Source: an optimization exercise on an open RTL-to-GDS flow (aim: small area, a short achievable clock period and few clock cycles). Production flows keep margins and buffers that such runs may drop.
Function was checked by simulation only, so behaviour that the tests miss may differ from the original.
Power and IR drop assume default switching activity.

==> 09-20 <==
Design cfd128, start of the top module:
module cfd128 (
    input  wire        clk,
    input  wire        rst,
    input  wire        host_we,
    input  wire        host_re,
    input  wire [7:0]  host_addr,
    input  wire [63:0] host_wdata,
    output reg  [63:0] host_rdata,    
    output wire        busy
);
    localparam [7:0] R_ALO = 8'h00, R_AHI = 8'h01, R_M = 8'h02, R_V = 8'h03,
                     R_Q = 8'h04, R_LEN = 8'h05, R_DP = 8'h06,
                     R_STATUS = 8'h07, R_CMD = 8'h08;
    localparam [7:0] OP_NOP = 8'h00, OP_MUL = 8'h01, OP_SHF = 8'h02,
                     OP_DIVP2 = 8'h03, OP_BITAT = 8'h04, OP_ISZ = 8'h05,
                     OP_DTOA = 8'h10;
    localparam [3:0] C_MUL_OVF = 4'h1, C_SHIFT_RANGE = 4'h2, C_DIV_QOVF = 4'h3,
                     C_DIV_RANGE = 4'h4, C_BIT_RANGE = 4'h5, C_ILLEGAL_CMD = 4'h6,
                     C_BUSY_VIOL = 4'h7, C_BAD_ACCESS = 4'h8, C_DTOA_INPUT = 4'h9;
    localparam [3:0] S_IDLE  = 4'd0,
  ...
Settings: LEC_CHECK=0, CAP_MARGIN=20, CORE_MARGIN=2, CORE_UTILIZATION=40, PLACE_DENSITY=0.55, SETUP_SLACK_MARGIN=5, SLEW_MARGIN=20; clock period 10.0 ns.
run.sh (not shown) runs the stock make flow with config.mk's settings and CLKGATE_MAP_FILE= SYNTH_SCRIPT=/design/flow/synth_recipe.tcl, a recipe that flattens the netlist after the stock synthesis.
==> 09-01 (differences from 09-20) <==
--- a/flow/design.v
+++ b/flow/design.v
@@ -43,14 +43,15 @@
     reg [5:0]   lenm1;          
     assign busy = busy_q;
     reg [3:0]   st;
     reg [7:0]   op_q;
     reg [7:0]   imm_q;
     reg [6:0]   cnt;
     reg         ovf;
+    reg  [2:0]  ovb;            
     reg [4:0]   fd;             
     reg [127:0] w;
     reg [1:0]   mb;             
     reg         dmode;          
     wire       addr_is_buf = (host_addr[7:6] == 2'b01) && (host_addr[5:0] <= 6'd41);
     wire [5:0] bi     = host_addr[5:0];
     wire       rd_mapped = (host_addr <= R_CMD) || addr_is_buf;
@@ -211,15 +212,15 @@
                    | ({64{rs[5]}} & {58'd0, len_q})
                    | ({64{rs[6]}} & {{56{dp_q[7]}}, dp_q})
                    | ({64{rs[7]}} & {32'd0, status})
                    | ({64{rs[8] & rbval}} & {56'd0, 4'h3, rdig});
     end
     wire [127:0] div_mask = ~({128{1'b1}} << imm_q[6:0]);
     reg         start_ok;       
-    wire        fin_fault = (st == S_FIN) && (((op_q == OP_MUL) && ovf)
+    wire        fin_fault = (st == S_FIN) && (((op_q == OP_MUL) && (ovf || ovb != 3'd0))
                             || ((op_q == OP_DIVP2) && (w[127:32] != 96'd0)));
     wire signed [7:0] w_k = w_imm;
     wire        w_start_ok = (w_opc == OP_SHF) ? ((w_k <= 8'sd64) && (w_k >= -8'sd64) && (w_k != 8'sd0))
                                                : !w_imm[7];
     wire        cmd_dtoa_go = host_we && !busy_q && !fault_q && !fin_fault && host_addr == R_CMD && w_legal
                               && w_opc == OP_DTOA && !(d_sign || d_bexp == 11'h7FF) && !dw_rej && !dw_zero;
     wire stIDLE  = (st == S_IDLE);
@@ -240,23 +241,20 @@
     wire fdone = w_zero || (fd >= fc);
     wire [6:0] shr_step = tc16 ? 7'd16 : tc4 ? 7'd4 : tc1 ? 7'd1 : 7'd0;
     wire selX   = (stSTART & start_ok) | stMUL | (stSHL & tc1) | (stDFRAC & ~fdone);
     wire selR16 = (stSHR & ~bitsmall | stDTINY) & tc16;
     wire selR4  = (stSHR & ~bitsmall | stDTINY) & tc4;
     wire selR1  = stSHR & ~bitsmall & tc1;
     wire selL4  = stDINT | (stSHL & (tc16 | tc4));
-    wire selH   = ((stIDLE | stDFIN) & ~cmd_dtoa_go) | (stSHR & ~bitsmall & tc0) | (stSHL & tc0)
-                | (stSTART & ~start_ok);
     wire [127:0] w_n = ({128{selX}}        & x[127:0])
                      | ({128{cmd_dtoa_go}} & d_wl)
                      | ({128{selR16}}      & (w >> 16))
                      | ({128{selR4}}       & (w >> 4))
                      | ({128{selR1}}       & (w >> 1))
-                     | ({128{selL4}}       & (w << 4))
-                     | ({128{selH}}        & w);
+                     | ({128{selL4}}       & (w << 4));
     always @(posedge clk) begin
         if (rst) w <= 128'd0;
         else     w <= w_n;
     end
     wire dgsh = stDFRAC & pend_v;
     wire [NSLOT*4-1:0] dg_n = cmd_dtoa_go ? {NSLOT*4{1'b0}}
                             : ({NSLOT*4{dgsh}} & {dg[NSLOT*4-9:0], xd})
@@ -299,14 +297,15 @@
             rblast     <= 1'b0;
             rbval      <= 1'b0;
             st         <= S_IDLE;
             op_q       <= 8'd0;
             imm_q      <= 8'd0;
             cnt        <= 7'd0;
             ovf        <= 1'b0;
+            ovb        <= 3'd0;
             fd         <= 5'd0;
             mb         <= 2'b00;
             dmode      <= 1'b0;
         end else begin
             case (st)
                 S_IDLE: ;
                 S_START: begin
@@ -320,15 +319,18 @@
                                 st     <= S_IDLE;
                             end else if (shf_k == 8'sd0) begin
                                 busy_q <= 1'b0;
                                 st     <= S_IDLE;
                             end else begin
                                 if (shf_k[7]) begin
                                     cnt <= (7'd0 - imm_q[6:0]) & 7'b1111110;
-                                    st  <= S_SHL;
+                                    if (imm_q == 8'hFF) begin       
+                                        st     <= S_FIN;
+                                        busy_q <= 1'b0;
+                                    end else st <= S_SHL;
                                 end else begin
                                     cnt <= imm_q[6:0];
                                     st  <= S_SHR;
                                 end
                             end
                         end
                         OP_DIVP2: begin
@@ -336,15 +338,18 @@
                             if (imm_q[7]) begin
                                 cmd_fault = 1'b1;
                                 cmd_cause = C_DIV_RANGE;
                                 busy_q <= 1'b0;
                                 st     <= S_IDLE;
                             end else begin
                                 cnt <= imm_q[6:0];
-                                st  <= S_SHR;
+                                if (imm_q[6:0] == 7'd0) begin       
+                                    st     <= S_FIN;
+                                    busy_q <= 1'b0;
+                                end else st <= S_SHR;
                             end
                         end
                         OP_BITAT: begin
                             mb <= 2'b00;
                             if (imm_q[7]) begin
                                 cmd_fault = 1'b1;
                                 cmd_cause = C_BIT_RANGE;
@@ -360,15 +365,16 @@
                             mb     <= 2'b00;
                             busy_q <= 1'b0;
                             st     <= S_IDLE;
                         end
                     endcase
                 end
                 S_MUL: begin
-                    if (x[130:128] != 3'd0) ovf <= 1'b1;
+                    ovb <= x[130:128];
+                    if (ovb != 3'd0) ovf <= 1'b1;
                     mb  <= (cnt == 7'd1) ? 2'b00 : m_next;
                     cnt <= cnt - 7'd1;
                     if (cnt == 7'd1) begin
                         st     <= S_FIN;
                         busy_q <= 1'b0;
                     end
                 end
@@ -391,15 +397,15 @@
                         st     <= S_FIN;
                         busy_q <= 1'b0;
                     end
                 end
                 S_FIN: begin
                     case (op_q)
                         OP_MUL: begin
-                            if (ovf) begin
+                            if (ovf || ovb != 3'd0) begin
                                 cmd_fault = 1'b1;
                                 cmd_cause = C_MUL_OVF;
                             end
                             a_q <= w;
                         end
                         OP_DIVP2: begin
                             if (w[127:32] != 96'd0) begin
@@ -487,14 +493,15 @@
                                 imm_q <= w_imm;
                                 mb    <= (w_opc == OP_SHF && w_imm[7] && w_imm[0]) ? 2'b10 : 2'b01;
                                 if (w_opc == OP_ISZ && stIDLE) begin
                                     z_q <= a_zero;
                                 end else if (w_opc == OP_MUL) begin
                                     mb     <= m_q[m_top*2 +: 2];
                                     ovf    <= 1'b0;
+                                    ovb    <= 3'd0;
                                     cnt    <= {2'b00, m_top} + 7'd1;
                                     busy_q <= 1'b1;
                                     st     <= S_MUL;
                                 end else if (w_opc == OP_DTOA) begin
                                     mb <= 2'b00;
                                     if (d_sign || d_bexp == 11'h7FF) begin
                                         cmd_fault = 1'b1;
--- a/flow/config.mk
+++ b/flow/config.mk
@@ -4,10 +4,11 @@
 export VERILOG_FILES = /design/flow/design.v
 export SDC_FILE = /design/flow/constraint.sdc
 export NUM_CORES = 8
 export LEC_CHECK = 0
 export CAP_MARGIN = 20
 export CORE_MARGIN = 2
 export CORE_UTILIZATION = 40
+export CTS_BUF_LIST = sky130_fd_sc_hd__clkbuf_4 sky130_fd_sc_hd__clkbuf_8
 export PLACE_DENSITY = 0.55
 export SETUP_SLACK_MARGIN = 5
 export SLEW_MARGIN = 20
==> 02-02 (differences from 09-20) <==
--- a/flow/design.v
+++ b/flow/design.v
@@ -43,14 +43,15 @@
     reg [5:0]   lenm1;          
     assign busy = busy_q;
     reg [3:0]   st;
     reg [7:0]   op_q;
     reg [7:0]   imm_q;
     reg [6:0]   cnt;
     reg         ovf;
+    reg  [2:0]  ovb;            
     reg [4:0]   fd;             
     reg [127:0] w;
     reg [1:0]   mb;             
     reg         dmode;          
     wire       addr_is_buf = (host_addr[7:6] == 2'b01) && (host_addr[5:0] <= 6'd41);
     wire [5:0] bi     = host_addr[5:0];
     wire       rd_mapped = (host_addr <= R_CMD) || addr_is_buf;
@@ -211,15 +212,15 @@
                    | ({64{rs[5]}} & {58'd0, len_q})
                    | ({64{rs[6]}} & {{56{dp_q[7]}}, dp_q})
                    | ({64{rs[7]}} & {32'd0, status})
                    | ({64{rs[8] & rbval}} & {56'd0, 4'h3, rdig});
     end
     wire [127:0] div_mask = ~({128{1'b1}} << imm_q[6:0]);
     reg         start_ok;       
-    wire        fin_fault = (st == S_FIN) && (((op_q == OP_MUL) && ovf)
+    wire        fin_fault = (st == S_FIN) && (((op_q == OP_MUL) && (ovf || ovb != 3'd0))
                             || ((op_q == OP_DIVP2) && (w[127:32] != 96'd0)));
     wire signed [7:0] w_k = w_imm;
     wire        w_start_ok = (w_opc == OP_SHF) ? ((w_k <= 8'sd64) && (w_k >= -8'sd64) && (w_k != 8'sd0))
                                                : !w_imm[7];
     wire        cmd_dtoa_go = host_we && !busy_q && !fault_q && !fin_fault && host_addr == R_CMD && w_legal
                               && w_opc == OP_DTOA && !(d_sign || d_bexp == 11'h7FF) && !dw_rej && !dw_zero;
     wire stIDLE  = (st == S_IDLE);
@@ -240,23 +241,20 @@
     wire fdone = w_zero || (fd >= fc);
     wire [6:0] shr_step = tc16 ? 7'd16 : tc4 ? 7'd4 : tc1 ? 7'd1 : 7'd0;
     wire selX   = (stSTART & start_ok) | stMUL | (stSHL & tc1) | (stDFRAC & ~fdone);
     wire selR16 = (stSHR & ~bitsmall | stDTINY) & tc16;
     wire selR4  = (stSHR & ~bitsmall | stDTINY) & tc4;
     wire selR1  = stSHR & ~bitsmall & tc1;
     wire selL4  = stDINT | (stSHL & (tc16 | tc4));
-    wire selH   = ((stIDLE | stDFIN) & ~cmd_dtoa_go) | (stSHR & ~bitsmall & tc0) | (stSHL & tc0)
-                | (stSTART & ~start_ok);
     wire [127:0] w_n = ({128{selX}}        & x[127:0])
                      | ({128{cmd_dtoa_go}} & d_wl)
                      | ({128{selR16}}      & (w >> 16))
                      | ({128{selR4}}       & (w >> 4))
                      | ({128{selR1}}       & (w >> 1))
-                     | ({128{selL4}}       & (w << 4))
-                     | ({128{selH}}        & w);
+                     | ({128{selL4}}       & (w << 4));
     always @(posedge clk) begin
         if (rst) w <= 128'd0;
         else     w <= w_n;
     end
     wire dgsh = stDFRAC & pend_v;
     wire [NSLOT*4-1:0] dg_n = cmd_dtoa_go ? {NSLOT*4{1'b0}}
                             : ({NSLOT*4{dgsh}} & {dg[NSLOT*4-9:0], xd})
@@ -299,14 +297,15 @@
             rblast     <= 1'b0;
             rbval      <= 1'b0;
             st         <= S_IDLE;
             op_q       <= 8'd0;
             imm_q      <= 8'd0;
             cnt        <= 7'd0;
             ovf        <= 1'b0;
+            ovb        <= 3'd0;
             fd         <= 5'd0;
             mb         <= 2'b00;
             dmode      <= 1'b0;
         end else begin
             case (st)
                 S_IDLE: ;
                 S_START: begin
@@ -320,15 +319,18 @@
                                 st     <= S_IDLE;
                             end else if (shf_k == 8'sd0) begin
                                 busy_q <= 1'b0;
                                 st     <= S_IDLE;
                             end else begin
                                 if (shf_k[7]) begin
                                     cnt <= (7'd0 - imm_q[6:0]) & 7'b1111110;
-                                    st  <= S_SHL;
+                                    if (imm_q == 8'hFF) begin       
+                                        st     <= S_FIN;
+                                        busy_q <= 1'b0;
+                                    end else st <= S_SHL;
                                 end else begin
                                     cnt <= imm_q[6:0];
                                     st  <= S_SHR;
                                 end
                             end
                         end
                         OP_DIVP2: begin
@@ -336,15 +338,18 @@
                             if (imm_q[7]) begin
                                 cmd_fault = 1'b1;
                                 cmd_cause = C_DIV_RANGE;
                                 busy_q <= 1'b0;
                                 st     <= S_IDLE;
                             end else begin
                                 cnt <= imm_q[6:0];
-                                st  <= S_SHR;
+                                if (imm_q[6:0] == 7'd0) begin       
+                                    st     <= S_FIN;
+                                    busy_q <= 1'b0;
+                                end else st <= S_SHR;
                             end
                         end
                         OP_BITAT: begin
                             mb <= 2'b00;
                             if (imm_q[7]) begin
                                 cmd_fault = 1'b1;
                                 cmd_cause = C_BIT_RANGE;
@@ -360,15 +365,16 @@
                             mb     <= 2'b00;
                             busy_q <= 1'b0;
                             st     <= S_IDLE;
                         end
                     endcase
                 end
                 S_MUL: begin
-                    if (x[130:128] != 3'd0) ovf <= 1'b1;
+                    ovb <= x[130:128];
+                    if (ovb != 3'd0) ovf <= 1'b1;
                     mb  <= (cnt == 7'd1) ? 2'b00 : m_next;
                     cnt <= cnt - 7'd1;
                     if (cnt == 7'd1) begin
                         st     <= S_FIN;
                         busy_q <= 1'b0;
                     end
                 end
@@ -391,15 +397,15 @@
                         st     <= S_FIN;
                         busy_q <= 1'b0;
                     end
                 end
                 S_FIN: begin
                     case (op_q)
                         OP_MUL: begin
-                            if (ovf) begin
+                            if (ovf || ovb != 3'd0) begin
                                 cmd_fault = 1'b1;
                                 cmd_cause = C_MUL_OVF;
                             end
                             a_q <= w;
                         end
                         OP_DIVP2: begin
                             if (w[127:32] != 96'd0) begin
@@ -487,14 +493,15 @@
                                 imm_q <= w_imm;
                                 mb    <= (w_opc == OP_SHF && w_imm[7] && w_imm[0]) ? 2'b10 : 2'b01;
                                 if (w_opc == OP_ISZ && stIDLE) begin
                                     z_q <= a_zero;
                                 end else if (w_opc == OP_MUL) begin
                                     mb     <= m_q[m_top*2 +: 2];
                                     ovf    <= 1'b0;
+                                    ovb    <= 3'd0;
                                     cnt    <= {2'b00, m_top} + 7'd1;
                                     busy_q <= 1'b1;
                                     st     <= S_MUL;
                                 end else if (w_opc == OP_DTOA) begin
                                     mb <= 2'b00;
                                     if (d_sign || d_bexp == 11'h7FF) begin
                                         cmd_fault = 1'b1;
--- a/flow/config.mk
+++ b/flow/config.mk
@@ -4,10 +4,12 @@
 export VERILOG_FILES = /design/flow/design.v
 export SDC_FILE = /design/flow/constraint.sdc
 export NUM_CORES = 8
 export LEC_CHECK = 0
 export CAP_MARGIN = 20
 export CORE_MARGIN = 2
 export CORE_UTILIZATION = 40
+export CTS_BUF_LIST = sky130_fd_sc_hd__clkbuf_4 sky130_fd_sc_hd__clkbuf_8
 export PLACE_DENSITY = 0.55
 export SETUP_SLACK_MARGIN = 5
 export SLEW_MARGIN = 20
+export TNS_END_PERCENT = 10
==> comparison table <==
                                                                             09-01       09-20       02-02
Biggest fanout along the worst timing path                                       8          10           6
Pin count of the biggest net entering global routing                           163         192         128
Via count of the first global-routing pass                                  72,600      74,000      71,400
Seq area share                                                               18.4%       17.6%       18.5%
Worst path arrival time                                                    6.16 ns     5.77 ns     6.27 ns
Sequential Area                                                         0.0140 mm²  0.0140 mm²  0.0140 mm²
Core ar.                                                                 0.167 mm²   0.168 mm²   0.167 mm²
Average wire per cell in the routed design                                 34.6 µm     34.1 µm     33.1 µm
Run status                                                timing/DRC/antenna clean  timing/DRC/antenna clean  timing/DRC/antenna clean
Combined area of the multi-input logic cells                            0.0508 mm²  0.0527 mm²  0.0502 mm²
Data required, critical path                                              10.79 ns    10.61 ns    10.79 ns
Count of non-CTS buffers in the layout                                         512         574         480
Switching fraction of total power                                            30.8%       27.0%       30.8%
Number of levels the H-tree was split into                                       4           3           4
Proportion of power drawn by flip-flops and latches                          41.1%       41.8%       40.3%
Inverters excl. clock                                                          216         227         216
Sequential cell count                                                          690         687         690
Post-synthesis share of cell area spent on and, or, nand and nor gates       23.1%       22.6%       23.1%
Clock latency reported for the late side of the worst-skew pair            0.96 ns     0.77 ns     0.95 ns
Total internal power                                                       4.89 mW     4.86 mW     5.00 mW
Testbench counts of 09-20, summed over its fixed seeds: cycles 9,757.
Testbench counts of 09-01, summed over its fixed seeds: cycles 9,757.
Testbench counts of 02-02, summed over its fixed seeds: cycles 9,757.

-- static timing again, ports no longer ideal --
In the flow no input, the clock included, has a driving cell. The finished layouts below were timed again as built, in two steps. Step 1: set_driving_cell puts a clkbuf_16 on clk and a buf_2 on each other input, an assumption about the parent block. Step 2 times the ports against the registers' clock, not the clock port: input delays grow and output delays shrink by t, the midpoint of the rising clock arrivals with the driver on. Slacks: ideal / step 1 / step 2; pairs: ideal / step 1.
| run | shift t [ns] | setup WS [ns] | latest minus earliest clock arrival (ns) | worst slew at a driven data input, ns |
|---|---|---|---|---|
| 09-20 | 0.827 | 4.835 / 4.835 / 4.214 | 0.057 / 0.058 | 0.11 |
| 09-01 | 1.026 | 4.624 / 4.624 / 4.040 | 0.059 / 0.059 | 0.19 |
| 02-02 | 1.020 | 4.515 / 4.515 / 4.043 | 0.062 / 0.062 | 0.11 |
After both steps setup and hold are still met in every run listed. For 09-20, which loses most, drivers alone change the setup slack by 0.000 ns; drivers and shift together by -0.621 ns.
